Context: an optimization exercise on an open-source flow, tuned for small area. The choices shown serve that exercise and are no tape-out recipe.
In this exercise RTL edits were held to simulation tests only and were not proved equivalent to the original.
Power and IR drop assume default switching activity.

==> flow/design.v <==
module kojisan_sau (
    input  wire        clk,
    input  wire        rst,           
    input  wire        host_we,
    input  wire [2:0]  host_addr,
    input  wire [31:0] host_wdata,
    output reg  [31:0] host_rdata,
    output wire        irq,
    output wire        bus_req,
    output reg  [2:0]  bus_op,
    output reg  [7:0]  bus_wdata,
    output wire        bus_mack,
    input  wire        bus_ans,
    input  wire [1:0]  bus_ans_code,
    input  wire [7:0]  bus_rdata
);
    localparam [3:0] S_W_START   = 4'd1,
                     S_W_ADDR    = 4'd2,
                     S_W_CMD     = 4'd3,
                     S_W_PAYLOAD = 4'd4,
                     S_W_STOP    = 4'd5,
                     S_WAIT      = 4'd6,
                     S_R_START   = 4'd7,
                     S_R_ADDR_W  = 4'd8,
                     S_R_REG     = 4'd9,
                     S_R_RSTART  = 4'd10,
                     S_R_ADDR_R  = 4'd11,
                     S_R_DATA    = 4'd12,
                     S_R_STOP    = 4'd13,
                     S_CHECK     = 4'd14;
    reg        ie;
    reg [6:0]  addr;
    reg        busy, err;
    wire       done = !busy && !err && seq[3] && seq[2] && seq[1];
    reg [3:0]  seq;         
    reg        abort;       
    reg [7:0]  cnt;         
    wire [2:0] idx = cnt[7:5];
    reg [31:0] tr;          
    reg [29:0] hr;          
    wire       t_fail = hr[0];
    reg        cy_t, cy_h;
    function [7:0] crc8b;
        input [7:0] c0, b;
        reg   [7:0] c;
        integer     i;
        begin
            c = c0 ^ b;
            for (i = 0; i < 8; i = i + 1)
                c = c[7] ? ((c << 1) ^ 8'h31) : (c << 1);
            crc8b = c;
        end
    endfunction
    wire        first_byte = (idx == 3'd0) || (idx == 3'd3);
    wire [7:0]  crc        = tr[13:6];
    wire [7:0]  crc_next   = crc8b(first_byte ? 8'hFF : crc, bus_rdata);
    wire        h_bad      = (crc != 8'd0);
    wire in_wait  = (seq == S_WAIT);
    wire in_check = (seq == S_CHECK);
    wire in_data  = (seq == S_R_DATA);
    wire moving   = in_data && !cnt[3];       
    assign bus_req  = busy && !(seq[2] && seq[1] && !seq[0]) && !moving;
    assign bus_mack = idx[2] && idx[0];
    wire [3:0] s = seq;
    wire addr_byte = s[3] ^ s[1] ^ s[0];        
    always @(*) begin
        bus_op[2] = abort | (s[2] & ~s[1] & (s[0] | s[3]));
        bus_op[1] = ~abort & ((~s[2] & (s[1] | s[3])) | (~s[3] & s[2] & ~s[0]));
        bus_op[0] = abort | ~(s[3] & ~s[0] & (s[1] | s[2]));
        bus_wdata[0]   = s[3] & s[1];
        bus_wdata[7:1] = addr_byte ? addr : {2'b00, s[1], 2'b00, s[1], 1'b0};
    end
    wire ans_ok    = bus_ans && (bus_ans_code == 2'd0);
    wire ans_nack  = bus_ans && (bus_ans_code == 2'd1);
    wire ans_fault = bus_ans && bus_ans_code[1];
    wire csum = err && in_check;
    wire bus_e = err && !in_check;
    wire [31:0] status_word = {9'd0, err ? idx : 3'd0, err ? seq : 4'd0, 6'd0,
                               csum && h_bad, csum && t_fail,
                               bus_e && !abort, bus_e && abort,
                               csum, err && !(csum && t_fail), 1'b0,
                               err, done, busy};
    wire sel_t = done && (host_addr == 3'd3);
    wire sel_h = done && (host_addr == 3'd4);
    always @(*) begin
        host_rdata = ({32{sel_t}} & tr) | ({32{sel_h}} & {2'b00, hr});
        case (host_addr)
            3'd0:    host_rdata[8] = ie;
            3'd1:    host_rdata = host_rdata | status_word;
            3'd2:    host_rdata[6:0] = addr;
            default: ;
        endcase
    end
    assign irq = ie && (done || err);
    wire wr_ctrl   = host_we && (host_addr == 3'd0);
    wire wr_addr   = host_we && (host_addr == 3'd2);
    wire do_start  = wr_ctrl && host_wdata[0] && !busy;
    wire do_clr    = wr_ctrl && !host_wdata[0] && host_wdata[1] && !busy;
    wire [2:0] pass = cnt[7:5];
    wire [4:0] j    = cnt[4:0];
    wire conv       = busy && in_check;
    wire waiting    = busy && in_wait;
    wire wait_end   = abort && (j == 5'd3) && tr[18] && tr[20] && tr[21] && tr[22] && tr[23] && tr[24];
    wire p0 = (pass == 3'd5), p1 = (pass == 3'd6), p2 = (pass == 3'd7),
         p3 = (pass == 3'd0), p4 = (pass == 3'd1);
    wire dry  = conv && p3;                  
    wire tc   = (j == 5'd23 || j == 5'd24 || j == 5'd27 || j >= 5'd29);    
    wire ta = tr[0] & (abort || !in_wait);
    wire tb = in_wait ? 1'b0 : (p0 || p1) ? tr[2] :
              p2 ? ~tr[3] :
              j[4] ? (p4 && tc) : tr[16];
    wire tci = (j == 5'd0) ? (!in_wait && (p2 || (p4 && cy_t))) :
               ((in_wait && j == 5'd18) || cy_t);
    wire ts  = ta ^ tb ^ tci;
    wire tco = (ta & tb) | (ta & tci) | (tb & tci);
    wire ha = hr[0] & !in_wait;
    wire hb = in_wait ? 1'b0 : (p0 || p1) ? hr[2] :
              (p3 || p4) ? (hr[16] & (j < 5'd14)) : 1'b0;
    wire hci = (j == 5'd0) ? (p4 && !in_wait && cy_h) : cy_h;
    wire hs  = ha ^ hb ^ hci;
    wire hco = (ha & hb) | (ha & hci) | (hb & hci);
    wire h_step = (j < 5'd30);
    wire rot    = waiting || conv;
    wire h_rot  = rot && h_step;
    wire mv_t   = busy && moving && idx == 3'd1;
    wire mv_h   = busy && moving && idx == 3'd4;
    wire dat    = busy && in_data && ans_ok;
    wire ld_t   = dat && (idx == 3'd0 || idx == 3'd1);
    wire ld_h   = dat && (idx == 3'd3 || idx == 3'd4);
    wire sh_t   = rot || mv_t;
    wire sh_h   = h_rot || mv_h;
    wire t29_nx = (rot && tr[30]) | (mv_t && tr[14]) | (!sh_t && tr[29]);
    wire [7:0] tw_nx = ({8{sh_t}} & tr[22:15]) | ({8{ld_t}} & bus_rdata)
                     | ({8{!(sh_t || ld_t)}} & tr[21:14]);
    wire [7:0] tc_nx = ({8{rot}} & tr[14:7]) | ({8{dat}} & crc_next)
                     | ({8{!(rot || dat)}} & tr[13:6]);
    wire h28_nx = (h_rot && hr[29]) | (mv_h && hr[13]) | (!sh_h && hr[28]);
    wire [7:0] hw_nx = ({8{sh_h}} & hr[21:14]) | ({8{ld_h}} & bus_rdata)
                     | ({8{!(sh_h || ld_h || (rot && !h_step))}} & hr[20:13])
                     | ({8{rot && !h_step}} & hr[20:13]);
    wire cnt_clr = do_start || (busy && seq == S_W_STOP);
    wire cnt_nxb = dat;                           
    wire cnt_inc = !cnt_clr && !cnt_nxb && (rot || (busy && in_data && !cnt[3]));
    wire [2:0] idx_up = (idx == 3'd5) ? idx : idx + 3'd1;
    wire [7:0] cnt_nx = ({8{cnt_inc}} & (cnt + 8'd1)) | ({8{cnt_nxb}} & {idx_up, 5'd0})
                      | ({8{!(cnt_clr || cnt_inc || cnt_nxb)}} & cnt);
    always @(posedge clk) begin
        if (rst) begin
            ie    <= 1'b0;
            addr  <= 7'h45;
            busy  <= 1'b0;
            err   <= 1'b0;
            seq[3] <= 1'b0;
        end else begin
            if (wr_ctrl)
                ie <= host_wdata[8];
            if (wr_addr && !busy)
                addr <= host_wdata[6:0];
            if (do_start || do_clr)
                err  <= 1'b0;
            if (do_clr)
                seq[3] <= 1'b0;
            if (do_start)
                busy <= 1'b1;
            if (busy) begin
                if (in_wait) begin
                    if (wait_end)
                        seq <= seq + 4'd1;
                end else if (in_check) begin
                    if (cnt == 8'd63)
                        busy <= 1'b0;
                end else if (abort) begin
                    if (bus_ans) begin
                        err  <= 1'b1;
                        busy <= 1'b0;
                    end
                end else if (ans_fault) begin
                    err  <= 1'b1;
                    busy <= 1'b0;
                end else if (ans_nack) begin
                    abort <= 1'b1;
                end else if (ans_ok) begin
                    if (!(seq == S_R_DATA && idx != 3'd5))
                        seq <= seq + 4'd1;
                    if (seq == S_R_STOP && (t_fail || h_bad)) begin
                        err  <= 1'b1;
                        busy <= 1'b0;
                    end
                end
            end
        end
        if (do_start) begin
            seq   <= S_W_START;
            abort <= 1'b0;
        end
        cnt <= cnt_nx;
        if (busy && in_data && ans_ok && idx == 3'd3)
            hr[0] <= h_bad;          
        if (waiting && j == 5'd31)
            abort <= 1'b1;
        if (waiting && wait_end)
            abort <= 1'b0;
        {tr[29], tr[21:6]} <= {t29_nx, tw_nx, tc_nx};
        hr[28] <= h28_nx;
        hr[20:13] <= hw_nx;
        if (waiting || conv) begin
            {tr[31:30], tr[28:22], tr[5:0]} <= {dry ? ta : ts, tr[31], tr[29:23], tr[6:1]};
            if (!dry || j < 5'd15)
                cy_t <= tco;
            else if (j == 5'd15)
                cy_t <= ts | tco;
            if (h_step) begin
                {hr[29], hr[27:21], hr[12:0]} <= {dry ? ha : hs, hr[28:22], hr[13:1]};
                if (!dry || j < 5'd15)
                    cy_h <= hco;
                else if (j == 5'd15)
                    cy_h <= hs | hco;
            end
        end else if (busy && moving) begin
            if (idx == 3'd1)
                tr[28:22] <= tr[29:23];
            if (idx == 3'd4)
                hr[27:21] <= hr[28:22];
        end
    end
endmodule
==> flow/config.mk <==
export PLATFORM = sky130hd
export DESIGN_NAME = kojisan_sau
export DESIGN_NICKNAME = kojisan_sau
export VERILOG_FILES = /design/flow/design.v
export SDC_FILE = /design/flow/constraint.sdc
export NUM_CORES = 4
export LEC_CHECK = 0
export CAP_MARGIN = 20
export CORE_MARGIN = 2
export CORE_UTILIZATION = 40
export CTS_BUF_LIST = sky130_fd_sc_hd__clkbuf_8
export SLEW_MARGIN = 20
==> flow/constraint.sdc <==
create_clock -name core_clock -period 500.0 [get_ports {clk}]
set_input_delay 100.0000 -clock core_clock [delete_from_list [all_inputs] [get_ports {clk}]]
set_output_delay 100.0000 -clock core_clock [all_outputs]
set_load 0.01 [all_outputs]
standard.sh (not shown) runs the stock make flow with config.mk's settings and CLKGATE_MAP_FILE= SYNTH_SCRIPT=/design/flow/synth_recipe.tcl, a recipe that flattens the netlist after the stock synthesis.
==> flow/flow/run.sh <==
#!/bin/bash
# The standard layout (standard.sh) with three changes:
#  - synthesis is the standard flow's own script, except that ABC maps the combinational
#    logic with an area-oriented script (flow/area.abc) instead of ORFS's
#    delay-oriented one; registers are mapped before ABC, so they are the
#    standard synthesis's registers;
#  - every port still gets its own buffer, but it is the smallest buffer cell;
#  - clock tree synthesis adds no dummy loads.
# Each tool's full output goes to the ORFS logs under orfs/logs; the make output
# goes to standard_flow.log.
set -euo pipefail
cd "$(dirname "$0")/.."
W=$PWD
{
  echo 'proc abc {args} {'
  echo '  set i [lsearch $args -script]'
  echo "  if {\$i >= 0} { lset args [expr {\$i+1}] $W/flow/area.abc }"
  echo '  yosys abc {*}$args'
  echo '}'
  cat synth_recipe.tcl
} > area_synth.tcl
export BUFFER_PORTS_ARGS="-buffer_cell sky130_fd_sc_hd__buf_1"
export CTS_ARGS="-sink_clustering_enable -repair_clock_nets -buf_list sky130_fd_sc_hd__clkbuf_8 -dont_use_dummy_load"
bash standard.sh SYNTH_SCRIPT="$W/area_synth.tcl" finish > standard_flow.log 2>&1
==> flow/flow/area.abc <==
strash
dc2
dch
amap -m -F 8 -A 16 -C 1000
strash
dc2
dch -f
amap -m -F 8 -A 16 -C 1000
strash
dch
amap -m -F 8 -A 16 -C 1000
Rerun with:
--- a/flow/design.v
+++ b/flow/design.v
@@ -29,17 +29,16 @@
                      S_R_STOP    = 4'd13,
                      S_CHECK     = 4'd14;
     reg        ie;
     reg [6:0]  addr;
-    reg        busy, err;
-    wire       done = !busy && !err && seq[3] && seq[2] && seq[1];
+    reg        busy, done, err;
     reg [3:0]  seq;         
     reg        abort;       
+    reg        t_fail;      
     reg [7:0]  cnt;         
     wire [2:0] idx = cnt[7:5];
     reg [31:0] tr;          
     reg [29:0] hr;          
-    wire       t_fail = hr[0];
     reg        cy_t, cy_h;
     function [7:0] crc8b;
         input [7:0] c0, b;
         reg   [7:0] c;
@@ -99,14 +98,14 @@
     wire [2:0] pass = cnt[7:5];
     wire [4:0] j    = cnt[4:0];
     wire conv       = busy && in_check;
     wire waiting    = busy && in_wait;
-    wire wait_end   = abort && (j == 5'd3) && tr[18] && tr[20] && tr[21] && tr[22] && tr[23] && tr[24];
+    wire wait_end   = t_fail && (j == 5'd3) && tr[18] && tr[20] && tr[21] && tr[22] && tr[23] && tr[24];
     wire p0 = (pass == 3'd5), p1 = (pass == 3'd6), p2 = (pass == 3'd7),
          p3 = (pass == 3'd0), p4 = (pass == 3'd1);
     wire dry  = conv && p3;                  
     wire tc   = (j == 5'd23 || j == 5'd24 || j == 5'd27 || j >= 5'd29);    
-    wire ta = tr[0] & (abort || !in_wait);
+    wire ta = tr[0] & (t_fail || !in_wait);
     wire tb = in_wait ? 1'b0 : (p0 || p1) ? tr[2] :
               p2 ? ~tr[3] :
               j[4] ? (p4 && tc) : tr[16];
     wire tci = (j == 5'd0) ? (!in_wait && (p2 || (p4 && cy_t))) :
@@ -148,28 +147,30 @@
         if (rst) begin
             ie    <= 1'b0;
             addr  <= 7'h45;
             busy  <= 1'b0;
+            done  <= 1'b0;
             err   <= 1'b0;
-            seq[3] <= 1'b0;
         end else begin
             if (wr_ctrl)
                 ie <= host_wdata[8];
             if (wr_addr && !busy)
                 addr <= host_wdata[6:0];
-            if (do_start || do_clr)
+            if (do_start || do_clr) begin
+                done <= 1'b0;
                 err  <= 1'b0;
-            if (do_clr)
-                seq[3] <= 1'b0;
+            end
             if (do_start)
                 busy <= 1'b1;
             if (busy) begin
                 if (in_wait) begin
                     if (wait_end)
                         seq <= seq + 4'd1;
                 end else if (in_check) begin
-                    if (cnt == 8'd63)
+                    if (cnt == 8'd63) begin
+                        done <= 1'b1;
                         busy <= 1'b0;
+                    end
                 end else if (abort) begin
                     if (bus_ans) begin
                         err  <= 1'b1;
                         busy <= 1'b0;
@@ -194,13 +195,13 @@
             abort <= 1'b0;
         end
         cnt <= cnt_nx;
         if (busy && in_data && ans_ok && idx == 3'd3)
-            hr[0] <= h_bad;          
+            t_fail <= h_bad;         
+        if (busy && seq == S_W_STOP)
+            t_fail <= 1'b0;
         if (waiting && j == 5'd31)
-            abort <= 1'b1;
-        if (waiting && wait_end)
-            abort <= 1'b0;
+            t_fail <= 1'b1;
         {tr[29], tr[21:6]} <= {t29_nx, tw_nx, tc_nx};
         hr[28] <= h28_nx;
         hr[20:13] <= hw_nx;
         if (waiting || conv) begin
Result: The new run completed with no timing, DRC or antenna violations. Via count decreases by 1.1%. First-iteration DRC count decreases by 18%. Sequential share of layout area increases by 1.1 points. Design area stays flat. Area after synthesis hardly moves. Wire length decreases by 3.3%. Hold slack is better by 4.0 ps. Power increases by 6.8%. Clock-buffer cell count stays the same. Sequential cell count increases by 2.

## port drivers added, routing unchanged
The results above use ideal ports. As a check the final layouts listed here were re-extracted and re-timed, cells and wires unchanged.
Step 1 sets driving cells, clkbuf_16 on the clock port and buf_2 on the other inputs (assumed; they add their load-dependent delay and slew).
Step 2, shift: input delay + t, output delay - t, t = (earliest + latest rising clock arrival at the registers) / 2. This alone moves slack from input paths to output paths.
Slacks: ideal / step 1 / step 2; pairs: ideal / step 1.
| run | shift t [ns] | setup slack, ns | worst setup path at the end | latest minus earliest clock arrival (ns) | worst register clock-pin slew, ns |
|---|---|---|---|---|---|
| the first run | 0.382 | 297.994 / 297.963 / 297.963 | input to output | 0.025 / 0.025 | 0.09 / 0.09 |
| the second run | 0.393 | 297.624 / 297.595 / 297.595 | input to output | 0.025 / 0.025 | 0.09 / 0.09 |
After both steps setup and hold are still met in every run listed. For the first run, which loses most, drivers alone change the setup slack by -0.031 ns; drivers and shift together by -0.031 ns.
